Background: an optimization exercise with open tools, aiming at small area, a short achievable clock period and few clock cycles. Do not read the settings as production practice.
Where RTL was checked, it was by simulation tests only, not by an equivalence proof against the original.
For runs 1 and 2, only the layout was checked, not whether the RTL still works.

### design/flow/run.sh
#!/bin/bash
# synth_recipe.tcl (not shown) runs the flow's synth.tcl, then flattens the netlist and writes it again
# the make line also repeats each setting of config.mk as NAME=value (left out here)
make -C /OpenROAD-flow-scripts/flow DESIGN_CONFIG=/design/flow/config.mk WORK_HOME=/design/flow/orfs CLKGATE_MAP_FILE= SYNTH_SCRIPT=/design/flow/synth_recipe.tcl finish
### design/flow/constraint.sdc
create_clock -name core_clock -period 6.0 [get_ports {clk}]
set_input_delay 1.2000 -clock core_clock [delete_from_list [all_inputs] [get_ports {clk}]]
set_output_delay 1.2000 -clock core_clock [all_outputs]
set_load 0.01 [all_outputs]
### design/flow/config.mk
export PLATFORM = sky130hd
export DESIGN_NAME = ww_dec
export DESIGN_NICKNAME = ww_dec
export VERILOG_FILES = /design/flow/design.v
export SDC_FILE = /design/flow/constraint.sdc
export NUM_CORES = 4
export LEC_CHECK = 0
export CAP_MARGIN = 20
export CORE_MARGIN = 2
export CORE_UTILIZATION = 40
export SETUP_SLACK_MARGIN = 1.5
export SLEW_MARGIN = 20
export SYNTH_MEMORY_MAX_BITS = 16384
### design/flow/design.v
module ww_asc_rom (
    input  wire [10:0] a,
    output wire        l5,
    output wire        l6,
    output wire        l7,
    output wire        l10,
    output wire        l11,
    output wire        term,
    output reg  [7:0]  sym
);
    assign l5   = (a[10:6] < 5'd3);
    assign l6   = (a[10:5] >= 6'd6)    && (a[10:5] < 6'd55);
    assign l7   = (a[10:4] >= 7'd110)  && (a[10:4] < 7'd120);
    assign l10  = (a[10:1] >= 10'd960) && (a[10:1] < 10'd1021);
    assign l11  = (a[10:0] >= 11'd2042);
    assign term = (a[10:1] == 10'd1020);
    wire [5:0] k6  = a[10:5] - 6'd6;
    wire [3:0] k7  = a[7:4] - 4'd14;          
    wire [5:0] k10 = a[6:1];                  
    wire [2:0] k11 = a[2:0] - 3'd2;           
    always @(*) begin
        if (l5)
            sym = 8'd120 + {6'd0, a[7:6]};
        else if (l6)
            sym = (k6 < 6'd26) ? 8'd65 + {2'd0, k6} : 8'd71 + {2'd0, k6};
        else if (l7)
            sym = 8'd48 + {4'd0, k7};
        else if (l10) begin
            if (k10 < 6'd42)      sym = 8'd6  + {2'd0, k10};
            else if (k10 < 6'd49) sym = 8'd16 + {2'd0, k10};
            else if (k10 < 6'd55) sym = 8'd42 + {2'd0, k10};
            else                  sym = 8'd68 + {2'd0, k10};
        end else
            sym = {5'd0, k11};
    end
endmodule
module ww_fbc_rom (
    input  wire [10:0] a,
    output wire        l6,
    output wire        l7,
    output wire        l8,
    output wire        l9,
    output wire        l10,
    output wire        l11,
    output reg  [7:0]  sym
);
    assign l6  = (a[10:5] < 6'd26);
    assign l7  = (a[10:4] >= 7'd52)   && (a[10:4] < 7'd78);
    assign l8  = (a[10:3] >= 8'd156)  && (a[10:3] < 8'd201);
    assign l9  = (a[10:2] >= 9'd402)  && (a[10:2] < 9'd495);
    assign l10 = (a[10:1] == 10'd990);
    assign l11 = (a[10:0] >= 11'd1982);
    wire [7:0] k8  = a[10:3] - 8'd156;
    wire [7:0] k9  = a[9:2] - 8'd146;        
    wire [6:0] k11 = a[6:0] - 7'd62;         
    always @(*) begin
        if (l6)
            sym = 8'd97 + {2'd0, a[10:5]};
        else if (l7)
            sym = 8'd13 + {1'd0, a[10:4]};   
        else if (l8)
            sym = (k8 < 8'd10) ? 8'd48 + k8 : 8'd211 + k8;
        else if (l9)
            sym = 8'd128 + k9;
        else begin
            if (k11 < 7'd48)      sym = {1'b0, k11};
            else if (k11 < 7'd55) sym = {1'b0, k11} + 8'd10;
            else if (k11 < 7'd61) sym = {1'b0, k11} + 8'd36;
            else                  sym = {1'b0, k11} + 8'd62;
        end
    end
endmodule
module ww_dec #(
    parameter N = 32                   
) (
    input  wire        clk,
    input  wire        rst,
    input  wire        in_valid,
    input  wire [7:0]  in_data,
    output wire        in_ready,
    output wire        out_valid,
    input  wire        out_ready,
    output wire [1:0]  out_kind,
    output wire        out_end,
    output wire [31:0] out_data
);
    localparam [2:0] S_TAG  = 3'd0,    
                     S_ASC  = 3'd1,    
                     S_UTF  = 3'd2,    
                     S_RAW  = 3'd3,    
                     S_INT  = 3'd4,    
                     S_INT2 = 3'd5;    
    reg  [N-1:0] buf_q;
    reg  [5:0]   nb;
    reg  [2:0]   state;
    reg          ov;
    reg  [1:0]   okind;
    reg          oend;
    reg          ozero;            
    reg  [7:0]   obyte;
    reg  [31:0]  count;            
    reg          fresh;            
    assign out_valid = ov;
    assign out_kind  = okind;
    assign out_end   = oend;
    assign out_data  = oend ? (ozero ? 32'd0 : count) : {24'd0, obyte};
    assign in_ready = (nb <= N - 8);
    wire take = in_valid && in_ready;
    wire go   = !ov || out_ready;
    wire [12:0] w = buf_q[N-1 -: 13];
    wire a_l5, a_l6, a_l7, a_l10, a_l11, a_term;
    wire [7:0] a_sym;
    ww_asc_rom u_asc (.a(w[12:2]), .l5(a_l5), .l6(a_l6), .l7(a_l7), .l10(a_l10),
                      .l11(a_l11), .term(a_term), .sym(a_sym));
    wire f_l6, f_l7, f_l8, f_l9, f_l10, f_l11;
    wire [7:0] f_sym;
    ww_fbc_rom u_fbc (.a(w[12:2]), .l6(f_l6), .l7(f_l7), .l8(f_l8), .l9(f_l9),
                      .l10(f_l10), .l11(f_l11), .sym(f_sym));
    function [5:0] tagdec(input [2:0] t);   
        if (!t[2])      tagdec = {3'd1, S_ASC};
        else if (!t[1]) tagdec = {3'd2, S_UTF};
        else if (!t[0]) tagdec = {3'd3, S_RAW};
        else            tagdec = {3'd3, S_INT};
    endfunction
    reg  [5:0]  c;             
    reg  [2:0]  nstate;
    reg         beat;          
    reg         bend;          
    reg  [7:0]  bbyte;
    reg         ld_int;        
    reg  [31:0] ival;
    reg         ld_hi;         
    wire [5:0] tg_h = tagdec(w[12:10]);    
    wire [5:0] tg_t = tagdec(w[2:0]);      
    wire [5:0] tg_r = tagdec(w[4:2]);      
    always @(*) begin
        c      = 6'd0;
        nstate = state;
        beat   = 1'b0;
        bend   = 1'b0;
        bbyte  = 8'd0;
        ld_int = 1'b0;
        ival   = 32'd0;
        ld_hi  = 1'b0;
        case (state)
            S_TAG: begin
                if (nb >= {3'd0, tg_h[5:3]}) begin
                    c = {3'd0, tg_h[5:3]};
                    nstate = tg_h[2:0];
                end
            end
            S_ASC: begin
                bbyte = a_sym;
                if (a_term) begin
                    if (nb >= 6'd10) begin
                        beat = 1'b1; bend = 1'b1;
                        if (nb >= 6'd10 + {3'd0, tg_t[5:3]}) begin
                            c = 6'd10 + {3'd0, tg_t[5:3]};
                            nstate = tg_t[2:0];
                        end else begin
                            c = 6'd10;
                            nstate = S_TAG;
                        end
                    end
                end else if (a_l5) begin
                    if (nb >= 6'd5 && !(fresh && ov && oend)) begin beat = 1'b1; c = 6'd5; end
                end else if (a_l6) begin
                    if (nb >= 6'd6) begin beat = 1'b1; c = 6'd6; end
                end else if (a_l7) begin
                    if (nb >= 6'd7) begin beat = 1'b1; c = 6'd7; end
                end else if (a_l10) begin
                    if (nb >= 6'd10) begin beat = 1'b1; c = 6'd10; end
                end else begin
                    if (nb >= 6'd11) begin beat = 1'b1; c = 6'd11; end
                end
            end
            S_UTF: begin
                bbyte = f_sym;
                if (f_l10) begin
                    if (nb >= 6'd10) begin
                        beat = 1'b1; bend = 1'b1;
                        if (nb >= 6'd10 + {3'd0, tg_t[5:3]}) begin
                            c = 6'd10 + {3'd0, tg_t[5:3]};
                            nstate = tg_t[2:0];
                        end else begin
                            c = 6'd10;
                            nstate = S_TAG;
                        end
                    end
                end else if (f_l6) begin
                    if (nb >= 6'd6) begin beat = 1'b1; c = 6'd6; end
                end else if (f_l7) begin
                    if (nb >= 6'd7) begin beat = 1'b1; c = 6'd7; end
                end else if (f_l8) begin
                    if (nb >= 6'd8) begin beat = 1'b1; c = 6'd8; end
                end else if (f_l9) begin
                    if (nb >= 6'd9) begin beat = 1'b1; c = 6'd9; end
                end else begin
                    if (nb >= 6'd11) begin beat = 1'b1; c = 6'd11; end
                end
            end
            S_RAW: begin
                bbyte = w[12:5];
                if (nb >= 6'd8) begin
                    beat = 1'b1;
                    if (w[12:5] == 8'd0) begin
                        bend = 1'b1;
                        if (nb >= 6'd8 + {3'd0, tg_r[5:3]}) begin
                            c = 6'd8 + {3'd0, tg_r[5:3]};
                            nstate = tg_r[2:0];
                        end else begin
                            c = 6'd8;
                            nstate = S_TAG;
                        end
                    end else begin
                        c = 6'd8;
                    end
                end
            end
            S_INT: begin
                if (!w[12]) begin
                    if (nb >= 6'd5) begin
                        c = 6'd5; beat = 1'b1; bend = 1'b1; ld_int = 1'b1;
                        ival = {28'd0, w[11:8]}; nstate = S_TAG;
                    end
                end else if (!w[11]) begin
                    if (nb >= 6'd10) begin
                        c = 6'd10; beat = 1'b1; bend = 1'b1; ld_int = 1'b1;
                        ival = {24'd0, buf_q[N-3 -: 8]}; nstate = S_TAG;
                    end
                end else if (nb >= 6'd19) begin
                    c = 6'd19;
                    if (!w[10]) begin
                        beat = 1'b1; bend = 1'b1; ld_int = 1'b1;
                        ival = {16'd0, buf_q[N-4 -: 16]}; nstate = S_TAG;
                    end else begin
                        ld_hi = 1'b1; nstate = S_INT2;
                    end
                end
            end
            default: begin   
                if (nb >= 6'd16) begin
                    c = 6'd16; beat = 1'b1; bend = 1'b1; ld_int = 1'b1;
                    ival = {count[15:0], buf_q[N-1 -: 16]}; nstate = S_TAG;
                end
            end
        endcase
    end
    wire [7:0] rot = {in_data, in_data} >> nb[2:0];    
    reg [N-1:0] buf_in;
    integer i;
    always @(*) begin
        for (i = 0; i < N; i = i + 1) begin
            if (take && ((((N - 1 - i) >> 3) == nb[5:3] && ((N - 1 - i) & 7) >= nb[2:0]) ||
                         (((N - 1 - i) >> 3) == nb[5:3] + 3'd1 && ((N - 1 - i) & 7) < nb[2:0])))
                buf_in[i] = rot[7 - ((N - 1 - i) & 7)];
            else
                buf_in[i] = buf_q[i];
        end
    end
    wire [5:0] cg = go ? c : 6'd0;
    always @(posedge clk) begin
        buf_q <= buf_in << cg;
        if (rst) begin
            nb    <= 6'd0;
            state <= S_TAG;
            ov    <= 1'b0;
            fresh <= 1'b1;
        end else begin
            nb <= nb + (take ? 6'd8 : 6'd0) - cg;
            if (go) begin
                state <= nstate;
                ov    <= beat;
                if (beat) begin
                    okind <= (state == S_ASC) ? 2'd0 :
                             (state == S_UTF) ? 2'd1 :
                             (state == S_RAW) ? 2'd2 : 2'd3;
                    oend  <= bend;
                    obyte <= bbyte;
                    ozero <= fresh;
                end
                if (beat && !bend) begin
                    count <= fresh ? 32'd1 : count + 32'd1;
                    fresh <= 1'b0;
                end
                if (beat && bend)
                    fresh <= 1'b1;
                if (ld_int) begin
                    count <= ival;
                    ozero <= 1'b0;
                end
                if (ld_hi)
                    count[15:0] <= buf_q[N-4 -: 16];
            end
        end
    end
endmodule
==> summary.md, run 1 <==
| Metric | Value |
|---|---|
| Clock tree root driver cell | sky130_fd_sc_hd__clkbuf_16 |
| EDFF count, synth | 45 |
| Remaining routing DRC violations | 0 |
| Worst slew margin relative to its limit | roughly a third |
| Post-synthesis cell type count | 96 |
| Initial antenna violation count | 1 |
| Kind of capture point of the worst setup path | flip-flop |
| Count of vias placed by the detailed router | 11257 |
| Max-slew violation count | 0 |
| Number of synthesized register bits | 87 |
| I/O Buffers | 48 |
| Std-Cell Core Area | 0.0260 sq mm |
| Synthesized Nets | 1434 |
| TritonCTS buffer count | 9 |
| Final worst path period need | 4480 ps |
| Insertion delay of the later-clocked pin in the worst-skew pair | 360 ps |
| Setup TNS | 0 ps |
| Proportion of netlist area held by the largest area contributor | 12.8% |
| Number of DRC violations after detailed-routing iteration 0 | 1470 |
| Wire length of the first global-routing pass | 63400 microns |
| Final setup violation count | 0 |
| Worst Tran Pin Value | 997 ps |
| Worst path arrival time | around 4700 ps |
| HPWL after detailed placement | 30100 microns |
| Routed Wire Length | 41400 microns |
| Iteration count of the initial detailed-routing pass | 6 |
| Number of H-tree levels | 3 |
| Hold EP | fresh |
| Clock transition at the registers of the reported paths | 70 ps |
| Async S/R FF share, synth | 0% |
| Cell depth of the worst hold path | 1 |
| Final Net Count | ~1500 |
| Layout overhead on the synthesized area | 13.6% |
| Via-to-Cell Ratio | 6.52 |
| Largest fanout on the critical path | 12 |
| Most instantiated flip-flop cell in the synthesis netlist | sky130_fd_sc_hd__edfxtp_1 |
| Vias in the first global route | 10360 |
| Clock skew | 12.6 ps |
| Remaining number of nets flagged by the antenna check after routing | 0 |
| Most frequent cell after synthesis | sky130_fd_sc_hd__nand2_1 |
| Max_cap viols | 0 |
| Initial cell density of the core | around 41% |
| Type of the worst setup path | flip-flop to flip-flop |
| Final-report hold violation count | 0 |
| Die width | 166 microns |
| Global placer's final weighted congestion | 1.00 |
| TritonCTS clock tree | yes |
| Clk buf depth | 2 |
| Reg2Reg Capture Point | buf_q[27] |
| Number of warnings reported in the yosys synthesis log | 3 |
| Worst R2R Start | buf_q[23] |
| Hold/Removal Path Class | flip-flop to flip-flop |
| Share of cells above drive strength 1 | 13.8% |
| Cell types with the highest counts after synthesis | sky130_fd_sc_hd__nand2_1, sky130_fd_sc_hd__nor2_1, sky130_fd_sc_hd__a21oi_1 |
| Crit-path cells | buf_4 -> ha_2 -> inv_1 -> ha_1 -> nand2b_1 -> a2111oi_1 -> or3_1 -> buf_4 -> o311ai_4 -> buf_4 -> o31ai_4 -> a21oi_1 -> a211oi_1 -> a211oi_1 -> a2111oi_2 -> a221oi_2 |
| Startpoint type of the worst setup path | flip-flop |
| Delay of the slowest cell on the worst path | roughly 660 ps |
| Routed wire length per instance | 24.0 microns |
| Die Footprint | approximately 0.028 sq mm |
| Share of synthesized area occupied by flip-flops and latches | around 21% |
| Die Height | 166 microns |
| Std-Cell Rows | 59 |
| Post-synthesis instance area | 0.0105 sq mm |
| Cell type with the largest total area after synthesis | sky130_fd_sc_hd__edfxtp_1 |
| Top-level I/O count | 49 |
| Overall track demand over capacity in global routing | 28.8% |
| Data required time of the critical path | 6220 ps |
| Gate count of the mapped netlist | ~1400 |
| Run status | no timing/DRC/antenna violations |
| Clock sink total | 87 |
| Worst Reg2Reg Path Length in Cells | 16 |
| Critical-path top delay cell | sky130_fd_sc_hd__o31ai_4 |
| Synth Area per Inst | just under 8 sq um |
| Cell seen most often among critical-path stages | sky130_fd_sc_hd__buf_4 |
| Worst hold slack across all endpoints | about 600 ps |
| Hold path startpoint | fresh |
| Overflow left after global routing | 0 |
| Pin count of the biggest net entering global routing | 39 |
| R2R Setup Slk | ~1500 ps |
| Share of the cycle needed by the critical path after routing | ~75% |
| Dominant cells by area after synthesis | sky130_fd_sc_hd__edfxtp_1, sky130_fd_sc_hd__dfxtp_1, sky130_fd_sc_hd__ha_1, sky130_fd_sc_hd__nand2_1, sky130_fd_sc_hd__a21oi_1 |
| Final antenna diode count | 0 |
| RSZ-0062 raised after global routing | true |
| Max Clock Freq | between 0.2 and 0.25 GHz |
[cells by family after synthesis]
| family | synth area share (%) |
|---|---|
| AO/OA/AOI/OAI | 29.2 |
| XOR/XNOR | 5.56 |
| adder cells (fa/ha/maj) | 6.97 |
| buffers and inverters | 5.99 |
| flip-flops | 20.8 |
| multiplexers | 9.52 |
| AND/OR/NAND/NOR | 21.9 |
[metal layers]
layer / track usage, % / up-vias / wire length (microns)
met4: 9.90 / 2 / 1480
met1: 40.4 / 5308 / 17600
met3: 4.69 / 101 / 4030
met5: 0 / - / 13
li1: - / 5144 / -
met2: 45.1 / 702 / 18300
[worst max-delay path: cells and delay by family (launching register included)]
family	cells	cell delay, ps
adders and majority gates	2	550
and+or+nand+nor	2	360
DFF	1	420
buffers and inverters	4	600
AOI/OAI and AO/OA	8	2420
[through the flow]
stage	worst slack, ps	utilization [%]	instances	area [sq um]
floorplan	1510	-	1365	10600
global placement	930	43.4	1685	11300
detailed placement	890	43.4	1685	11300
CTS	1520	45.2	1713	11700
global route	1370	46.1	1727	12000
finish	1520	46.1	1727	12000
[cell type report]
class                   instances  area [sq um]
repair buffers                108           942
flip-flops and latches         87          2210
well taps                     335           419
fillers                      2647         14000
multi-input cells            1139          7920
inverters                      42           188
clock buffers                   9           225
clock inverters                 7          83.8
[state kept, by name, indices dropped and copies added, names as in the netlist]
name and count:
obyte 8, fresh 1, ov 1, ozero 1
nb 6, oend 1, buf_q 32, okind 2
count 32, state 3
[how the worst max path moves through the flow]
| stage | start | endpoint | slack (ps) |
|---|---|---|---|
| after global placement | buf_q[25] | nb[5] | 930 |
| after floorplan | buf_q[26] | nb[5] | 1510 |
| after CTS | state[0] | nb[5] | 1520 |
| after detailed placement | buf_q[25] | nb[5] | 890 |
| final | buf_q[23] | buf_q[27] | 1520 |
| after global routing | buf_q[25] | buf_q[24] | 1370 |
[cell usage in the layout (no fill, tap or decap), drive strengths merged, types with 26 or more instances in the layout]
| cell type | n |
|---|---|
| nand2 | 142 |
| nor2 | 125 |
| a21oi | 107 |
| o21ai | 104 |
| buf | 60 |
| ha | 54 |
| mux2i | 50 |
| clkdlybuf4s50 | 48 |
| edfxtp | 45 |
| nand3 | 43 |
| nor3 | 42 |
| dfxtp | 42 |
| xnor2 | 41 |
| and2 | 39 |
| inv | 36 |
| a211oi | 33 |
| mux2 | 27 |
| xor2 | 26 |
[what timing repair did]
item	CTS	global route
gates resized for setup	17	32
gates cloned	1	2
hold buffers	0	0
buffers inserted	11	12
setup endpoints to repair	47	40
pin swaps	4	7
==> run 2: changes to the inputs <==
--- a/design/flow/config.mk
+++ b/design/flow/config.mk
@@ -8,6 +8,6 @@
 export CAP_MARGIN = 20
 export CORE_MARGIN = 2
 export CORE_UTILIZATION = 40
-export SETUP_SLACK_MARGIN = 1.5
+export SETUP_SLACK_MARGIN = 3.0
 export SLEW_MARGIN = 20
 export SYNTH_MEMORY_MAX_BITS = 16384
==> run 2 against run 1 <==
  * Still clean
  * Utilization grew 11 points
  * Worst hold slack better by 16 ps
  * Synthesized cell count is the same
  * Via count is 8.0% higher
  * Area after synthesis is the same
  * Fmax rose by 15%
  * Clock skew decreased by 1.2 ps
  * Global-route usage grew 1.8 points
  * Flip-flop and latch count unchanged
  * Critical path depth grew 2
  * Largest cell class unchanged
  * Highest routed layer unchanged
==> summary.md, run 2 <==
| Metric | Value |
|---|---|
| Die Height | 166 microns (unchanged) |
| EDFF count, synth | 45 (unchanged) |
| Number of DRC violations after detailed-routing iteration 0 | 1677 (+14%) |
| Remaining routing DRC violations | 0 (unchanged) |
| Die width | 166 microns (unchanged) |
| Number of H-tree levels | 3 (unchanged) |
| Die Footprint | 0.0277 sq mm (unchanged) |
| Pin count of the biggest net entering global routing | 39 (unchanged) |
| Routed Wire Length | 45700 microns (+10%) |
| Startpoint type of the worst setup path | flip-flop |
| RSZ-0062 raised after global routing | true |
| Kind of capture point of the worst setup path | flip-flop |
| Initial cell density of the core | 40.6% (unchanged) |
| Global placer's final weighted congestion | 1.03 (+2.5%) |
| Commonest non-fill, non-tap cells in the layout | sky130_fd_sc_hd__buf_4, sky130_fd_sc_hd__nand2_1, sky130_fd_sc_hd__nor2_1 |
| Overflow left after global routing | 0 (unchanged) |
| Number of warnings reported in the yosys synthesis log | 3 (unchanged) |
| Share of cells above drive strength 1 | 34.8% (+21 points) |
| Layout overhead on the synthesized area | 40.2% |
| Final-report hold violation count | 0 (unchanged) |
| TritonCTS clock tree | yes |
| Multi-input gate area in the final layout | 0.00938 sq mm (+18%) |
| Worst Tran Pin Value | 860 ps (-137 ps) |
| Largest fanout on the critical path | 8 (-4) |
| Post-synthesis instance area | 0.0105 sq mm (unchanged) |
| Clock skew | 11.4 ps (-1.20 ps) |
| Synthesized Nets | 1434 (unchanged) |
| Via-to-Cell Ratio | 6.55 (+0.43%) |
| I/O Buffers | 48 (unchanged) |
| Insertion delay of the later-clocked pin in the worst-skew pair | 370 ps (about the same) |
| Proportion of netlist area held by the largest area contributor | 12.8% (unchanged) |
| HPWL after detailed placement | 30100 microns (-0.11%) |
| Final setup violation count | 0 (unchanged) |
| Cell type with the largest total area after synthesis | sky130_fd_sc_hd__edfxtp_1 |
| Clk buf depth | 2 (unchanged) |
| Synth Area per Inst | 7.73 sq um (unchanged) |
| Max-slew violation count | 0 (unchanged) |
| Routed wire length per instance | 24.6 microns (+2.6%) |
| Number of hold buffers added after CTS | 0 (unchanged) |
| Vias in the first global route | 11313 (+9.2%) |
| Std-Cell Core Area | 0.0260 sq mm (unchanged) |
| Clock transition at the registers of the reported paths | 80 ps (about the same) |
| Most frequent standard cell in the layout excluding fill and tap cells | sky130_fd_sc_hd__buf_4 |
| Gate count of the mapped netlist | 1365 (unchanged) |
| Final worst path period need | 3910 ps (-571 ps) |
| Most frequent cell after synthesis | sky130_fd_sc_hd__nand2_1 |
| Most instantiated flip-flop cell in the synthesis netlist | sky130_fd_sc_hd__edfxtp_1 |
| TritonCTS buffer count | 9 (unchanged) |
| Dominant cells by area after synthesis | sky130_fd_sc_hd__edfxtp_1, sky130_fd_sc_hd__dfxtp_1, sky130_fd_sc_hd__ha_1, sky130_fd_sc_hd__nand2_1, sky130_fd_sc_hd__a21oi_1 |
| Registers with the highest flip-flop counts | buf_q (32), count (32), obyte (8) |
| Share of synthesized area occupied by flip-flops and latches | 20.8% (unchanged) |
| Overall track demand over capacity in global routing | 30.7% (+1.8 points) |
| Iteration count of the initial detailed-routing pass | 6 (unchanged) |
| Type of the worst setup path | flip-flop to flip-flop |
| Worst path arrival time | 4160 ps (-540 ps) |
| Top-level I/O count | 49 (unchanged) |
| Cell types with the highest counts after synthesis | sky130_fd_sc_hd__nand2_1, sky130_fd_sc_hd__nor2_1, sky130_fd_sc_hd__a21oi_1 |
| Worst slew margin relative to its limit | 42.3% (+8.9 points) |
| Async S/R FF share, synth | 0% (unchanged) |
| Max Clock Freq | 0.256 GHz (+15%) |
| Post-synthesis cell type count | 96 (unchanged) |
| Clock tree root driver cell | sky130_fd_sc_hd__clkbuf_16 |
| Wire length of the first global-routing pass | 66500 microns (+5.0%) |
| Run status | no timing/DRC/antenna violations |
| Hold/Removal Path Class | flip-flop to flip-flop |
| Initial antenna violation count | 1 (unchanged) |
| Final antenna diode count | 0 (unchanged) |
| Clock sink total | 87 (unchanged) |
| Share of the cycle needed by the critical path after routing | 65.1% (-9.5 points) |
| FF+latch area | 0.00224 sq mm (+1.2%) |
| Std-Cell Rows | 59 (unchanged) |
| Count of fill cells added during filler insertion | 2286 (-14%) |
| Final Net Count | 1586 (+8.9%) |
| Remaining number of nets flagged by the antenna check after routing | 0 (unchanged) |
| Fraction of the core area covered by cells at the end of the flow | 56.9% (+11 points) |
| Data required time of the critical path | 6250 ps (+30 ps) |
| Number of synthesized register bits | 87 (unchanged) |
| Setup TNS | 0 ps (unchanged) |
| Max_cap viols | 0 (unchanged) |
| Count of vias placed by the detailed router | 12157 (+8.0%) |
==> run 2: worst max-delay path, stage by stage (launching register included) <==
cell	delay (ps)
sky130_fd_sc_hd__dfxtp_4	390
sky130_fd_sc_hd__clkinvlp_4	160
sky130_fd_sc_hd__ha_4	200
sky130_fd_sc_hd__and3b_1	160
sky130_fd_sc_hd__or4b_4	480
sky130_fd_sc_hd__buf_4	160
sky130_fd_sc_hd__a21oi_4	150
sky130_fd_sc_hd__a2111oi_4	70
sky130_fd_sc_hd__buf_4	180
sky130_fd_sc_hd__a2111oi_4	330
sky130_fd_sc_hd__nor2_2	110
sky130_fd_sc_hd__inv_4	100
sky130_fd_sc_hd__buf_4	130
sky130_fd_sc_hd__buf_12	140
sky130_fd_sc_hd__buf_6	150
sky130_fd_sc_hd__nor3_2	60
sky130_fd_sc_hd__o31ai_2	300
sky130_fd_sc_hd__a22oi_2	150
sky130_fd_sc_hd__a221oi_2	360
==> run 2: final timing paths <==
kind / startpoint / end / slack, ps / cells past startpoint
hold / removal: state[0] / state[0] / 610 / 2
hold reg to reg: state[0] / state[0] / 610 / 2
setup / recovery: buf_q[25] / buf_q[25] / 2090 / 18
setup reg to reg: buf_q[25] / buf_q[25] / 2090 / 18
==> run 2: stage by stage <==
step / hold WS [ps] / cell area [sq um] / cells / setup slack (ps)
after CTS: 637 / 13800 / 1811 / 2230
after floorplan: 500 / 10900 / 1365 / 1710
after global routing: 657 / 14800 / 1857 / 2020
after global placement: 569 / 11600 / 1686 / 1080
final: 613 / 14800 / 1857 / 2090
after detailed placement: 558 / 11600 / 1686 / 989
==> run 2: kinds of logic after synthesis <==
family | share of synthesized area, %
and+or+nand+nor | 21.9
AOI/OAI and AO/OA | 29.2
buffers and inverters | 5.99
DFF | 20.8
muxes | 9.52
xor gates and xnor gates | 5.56
adders and majority gates | 6.97
==> run 2: final cells by class <==
cell class,instances,area share (%)
clock buffer,9,1.52
clock inverter,7,0.474
inverter,42,1.31
multi-input combinational,1139,63.4
sequential,87,15.1
tap,335,2.83
timing repair buffer,237,15.3
timing repair inverter,1,0.0761
==> run 2: metal layers <==
layer / vias to the layer above / global-route usage (%) / part of all wire [%]
li1: 5402 / - / -
met1: 5670 / 39.1 / 38
met2: 863 / 47.9 / 45
met3: 220 / 7.84 / 11
met4: 2 / 16.0 / 6.1
met5: - / 0 / 0.033
==> run 2: what timing repair did <==
action                                  CTS  global route
gates cloned                              6             0
buffers inserted                        103            46
pin swaps                                74            57
gates resized for setup                 269           150
endpoints found under the setup margin  160           121
==> run 3: changes to the inputs <==
--- a/design/flow/design.v
+++ b/design/flow/design.v
@@ -246,14 +246,12 @@
             end
         endcase
     end
-    wire [7:0] rot = {in_data, in_data} >> nb[2:0];    
     reg [N-1:0] buf_in;
     integer i;
     always @(*) begin
         for (i = 0; i < N; i = i + 1) begin
-            if (take && ((((N - 1 - i) >> 3) == nb[5:3] && ((N - 1 - i) & 7) >= nb[2:0]) ||
-                         (((N - 1 - i) >> 3) == nb[5:3] + 3'd1 && ((N - 1 - i) & 7) < nb[2:0])))
-                buf_in[i] = rot[7 - ((N - 1 - i) & 7)];
+            if (take && (N - 1 - i) >= nb && (N - 1 - i) < nb + 6'd8)
+                buf_in[i] = in_data[7 - ((N - 1 - i - nb) & 7)];
             else
                 buf_in[i] = buf_q[i];
         end
--- a/design/flow/config.mk
+++ b/design/flow/config.mk
@@ -8,6 +8,5 @@
 export CAP_MARGIN = 20
 export CORE_MARGIN = 2
 export CORE_UTILIZATION = 40
-export SETUP_SLACK_MARGIN = 3.0
 export SLEW_MARGIN = 20
 export SYNTH_MEMORY_MAX_BITS = 16384
==> run 3 against run 2 <==
  * Cell area decreased by 19%
  * Area after synthesis increased by 2.6%
  * Global-route usage decreased by 2.0 points
  * Clock-buffer cell count unchanged
  * Highest routed layer is now met4
  * Worst setup slack got worse by 1100 ps
  * First-iteration DRC count decreased by 22%
  * Via count decreased by 7.1%
  * Clock skew increased by 1.9 ps
  * Synthesized cell count increased by 3.6%
  * Sequential share of layout area increased by 3.2 points
==> summary.md, run 3 <==
| Metric | Value |
|---|---|
| Setup TNS | 0 ps (unchanged) |
| Insertion delay of the later-clocked pin in the worst-skew pair | 370 ps (about the same) |
| Initial cell density of the core | 40.5% (-0.10 points) |
| Share of synthesized area occupied by flip-flops and latches | 20.3% (-0.52 points) |
| Most instantiated flip-flop cell in the synthesis netlist | sky130_fd_sc_hd__edfxtp_1 |
| Clk buf depth | 2 (unchanged) |
| Delay of the slowest cell on the worst path | 670 ps (+190 ps) |
| Crit-path cells | inv_1 -> ha_1 -> inv_1 -> ha_1 -> nand2b_1 -> a2111o_1 -> a41oi_1 -> nand4b_2 -> o311ai_4 -> buf_4 -> mux2i_1 -> mux2i_1 -> mux2_2 -> a211oi_2 |
| Final Net Count | 1503 (-5.2%) |
| Cell depth of the worst hold path | 2 (unchanged) |
| Critical-path top delay cell | sky130_fd_sc_hd__o311ai_4 |
| Beginning of the critical path | buf_q[22] |
| Die width | 168 microns (+1.3%) |
| Cell types with the highest counts after synthesis | sky130_fd_sc_hd__nand2_1, sky130_fd_sc_hd__nor2_1, sky130_fd_sc_hd__o21ai_0 |
| Hold/Removal Path Class | flip-flop to flip-flop |
| Remaining routing DRC violations | 0 (unchanged) |
| Finished layout cell area | 0.0120 sq mm (-19%) |
| Max-slew violation count | 0 (unchanged) |
| Final worst path period need | 5020 ps (+1110 ps) |
| Final antenna diode count | 0 (unchanged) |
| Final-report hold violation count | 0 (unchanged) |
| Type of the worst setup path | flip-flop to flip-flop |
| Number of H-tree levels | 3 (unchanged) |
| Routed wire length per instance | 23.2 microns (-5.5%) |
| Clock tree root driver cell | sky130_fd_sc_hd__clkbuf_16 |
| Data required time of the critical path | 6290 ps (+40 ps) |
| Iteration count of the initial detailed-routing pass | 6 (unchanged) |
| Worst Reg2Reg Path Length in Cells | 14 (-4) |
| Async S/R FF share, synth | 0% (unchanged) |
| Initial antenna violation count | 1 (unchanged) |
| Max_cap viols | 0 (unchanged) |
| Via-to-Cell Ratio | 6.39 (-2.4%) |
| Final setup violation count | 0 (unchanged) |
| Vias in the first global route | 10494 (-7.2%) |
| TritonCTS clock tree | yes |
| Remaining number of nets flagged by the antenna check after routing | 0 (unchanged) |
| Buffers inserted during post-CTS setup optimization | 0 (-100%) |
| Number of DRC violations after detailed-routing iteration 0 | 1315 (-22%) |
| Final critical-path setup slack | 983 ps (-1110 ps) |
| Wire length of the first global-routing pass | 63400 microns (-4.7%) |
| Worst R2R Start | buf_q[22] |
| Total cell area at the placement stage | 0.0117 sq mm (+0.73%) |
| Std-Cell Rows | 60 (+1.7%) |
| HPWL after detailed placement | 30900 microns (+2.9%) |
| Overall track demand over capacity in global routing | 28.6% (-2.0 points) |
| Post-synthesis instance area | 0.0108 sq mm (+2.6%) |
| TritonCTS buffer count | 9 (unchanged) |
| Worst slew margin relative to its limit | 20.9% (-21 points) |
| Share of cells above drive strength 1 | 9.19% (-26 points) |
| Most frequent cell after synthesis | sky130_fd_sc_hd__nand2_1 |
| Layout overhead on the synthesized area | 10.6% |
| Count of fill cells added during filler insertion | 2683 (+17%) |
| Routed Wire Length | 41100 microns (-10%) |
| EDFF count, synth | 45 (unchanged) |
| Share of the cycle needed by the critical path after routing | 83.6% (+19 points) |
| Run status | no timing/DRC/antenna violations |
| Synthesized Nets | 1496 (+4.3%) |
| I/O Buffers | 48 (unchanged) |
| Top-level I/O count | 49 (unchanged) |
| Worst Tran Pin Value | 1180 ps (+317 ps) |
| Synth Area per Inst | 7.65 sq um (-0.97%) |
| Clock sink total | 87 (unchanged) |
| Dominant cells by area after synthesis | sky130_fd_sc_hd__edfxtp_1, sky130_fd_sc_hd__dfxtp_1, sky130_fd_sc_hd__ha_1, sky130_fd_sc_hd__mux2i_1, sky130_fd_sc_hd__nand2_1 |
| Resized Gates After CTS | 0 (-100%) |
| Post-synthesis cell type count | 93 (-3.1%) |
| Clock skew | 13.3 ps (+1.94 ps) |
| Gate count of the mapped netlist | 1414 (+3.6%) |
| Count of vias placed by the detailed router | 11294 (-7.1%) |
| Pin count of the biggest net entering global routing | 42 (+7.7%) |
| Global placer's final weighted congestion | 0.970 (-5.8%) |
| Reg2Reg Capture Point | buf_q[8] |
| Die Height | 168 microns (+1.3%) |
| Die Footprint | 0.0284 sq mm (+2.5%) |
| Worst path arrival time | 5300 ps (+1140 ps) |
| Max Clock Freq | 0.199 GHz (-22%) |
| Kind of capture point of the worst setup path | flip-flop |
| Cell type with the largest total area after synthesis | sky130_fd_sc_hd__edfxtp_1 |
| Overflow left after global routing | 0 (unchanged) |
| Registers with the highest flip-flop counts | buf_q (32), count (32), obyte (8) |
| End point of the critical path | buf_q[8] |
| RSZ-0062 raised after global routing | false |
| Number of warnings reported in the yosys synthesis log | 3 (unchanged) |
| Startpoint type of the worst setup path | flip-flop |
| Number of synthesized register bits | 87 (unchanged) |
| Largest fanout on the critical path | 28 (+20) |
| Proportion of netlist area held by the largest area contributor | 12.5% (-0.32 points) |
| Clock transition at the registers of the reported paths | 70 ps (about the same) |
| Commonest non-fill, non-tap cells in the layout | sky130_fd_sc_hd__nand2_1, sky130_fd_sc_hd__nor2_1, sky130_fd_sc_hd__o21ai_0 |
| Most frequent standard cell in the layout excluding fill and tap cells | sky130_fd_sc_hd__nand2_1 |
| R2R Setup Slk | 980 ps (-1110 ps) |
| Worst slack, placed | 1040 ps (+49.2 ps) |
| Number of hold buffers added after CTS | 0 (unchanged) |
| Std-Cell Core Area | 0.0267 sq mm (+2.9%) |
run 3: changes by cell type in the layout (fill, tap and decap cells not counted), moves of 23 or more:
cell | before | now
sky130_fd_sc_hd__o21ai_0 | 74 | 97
sky130_fd_sc_hd__ha_1 | 39 | 67
sky130_fd_sc_hd__dlygate4sd2_1 | 26 | 0
sky130_fd_sc_hd__buf_4 | 138 | 42
sky130_fd_sc_hd__mux2i_1 | 38 | 81
sky130_fd_sc_hd__nor2_1 | 101 | 151
sky130_fd_sc_hd__clkdlybuf4s50_1 | 7 | 48
sky130_fd_sc_hd__buf_6 | 29 | 0
sky130_fd_sc_hd__a21oi_2 | 28 | 3
run 3: layout make-up:
cell class | count | area [sq um] | area share, %
repair buffers | 90 | 796 | 6.65
flip-flops and latches | 87 | 2190 | 18.3
multi-input cells | 1177 | 8040 | 67.2
clock inverters | 7 | 72.6 | 0.606
well taps | 341 | 427 | 3.57
clock buffers | 9 | 225 | 1.88
inverters | 56 | 210 | 1.76
run 3: worst min-delay path by stage:
| stage | startpoint | end | slack [ps] |
|---|---|---|---|
| floorplan | buf_q[14] | count[1] | 500 |
| global placement | buf_q[15] | count[2] | 600 |
| detailed placement | buf_q[15] | count[2] | 620 |
| CTS | count[9] | count[25] | 640 |
| global route | buf_q[15] | count[2] | 670 |
| finish | count[9] | count[25] | 630 |
run 3: routing by layer:
| layer | global-route usage [%] | routed length (microns) | up-vias |
|---|---|---|---|
| li1 | - | - | 5229 |
| met1 | 38.0 | 17300 | 5345 |
| met2 | 46.1 | 18700 | 593 |
| met3 | 4.33 | 3140 | 127 |
| met4 | 12.9 | 1920 | 0 |
| met5 | 0 | 0 | - |
run 3: per-stage QoR:
step,cells,hold slack [ps],util [%]
floorplan,1414,503,-
global placement,1751,599,43.7
detailed placement,1751,619,43.7
CTS,1767,638,44.8
global route,1767,669,44.8
finish,1767,631,44.8
run 3: cell families after synthesis:
logic type	after synthesis	share of synthesized area [%]
AOI/OAI and AO/OA	410	26.3
xor gates and xnor gates	66	5.34
adders and majority gates	70	8.30
and+or+nand+nor	525	22.8
muxes	106	11.2
buffers and inverters	150	5.75
DFF	87	20.3
run 3: critical path, delay by kind of cell, from the launching register on:
family                   cells  cell delay (ps)
adder cells (fa/ha/maj)      2              690
AO/OA/AOI/OAI                4             1650
flip-flops                   1              320
multiplexers                 3             1050
buffers and inverters        3              890
AND/OR/NAND/NOR              2              330
Testbench counts of run 3, summed over its fixed seeds: cycles 7,269.

[port drivers added, routing unchanged]
The results above use ideal ports. As a check the final layouts listed here were re-extracted and re-timed, cells and wires unchanged.
Step 1: set_driving_cell puts a clkbuf_16 on clk and a buf_2 on each other input, an assumption about the parent block.
Step 2 also shifts input and output timing later by t, the mid clock arrival at the registers, as if the neighbouring blocks saw the same clock.
Three values: no drivers, after step 1, after step 2; two values: the first two.
run | t, ns | slack for setup (ns) | slew at the worst register clock pin (ns)
run 1 | 0.399 | 1.522 / 1.522 / 1.423 | 0.08 / 0.08
run 2 | 0.408 | 2.093 / 2.093 / 1.954 | 0.08 / 0.08
run 3 | 0.406 | 0.983 / 0.983 / 0.983 | 0.08 / 0.08
After both steps every run listed still meets setup and hold. The setup slack of run 2, which loses most, moves by 0.000 ns with the drivers and by -0.139 ns with both steps.
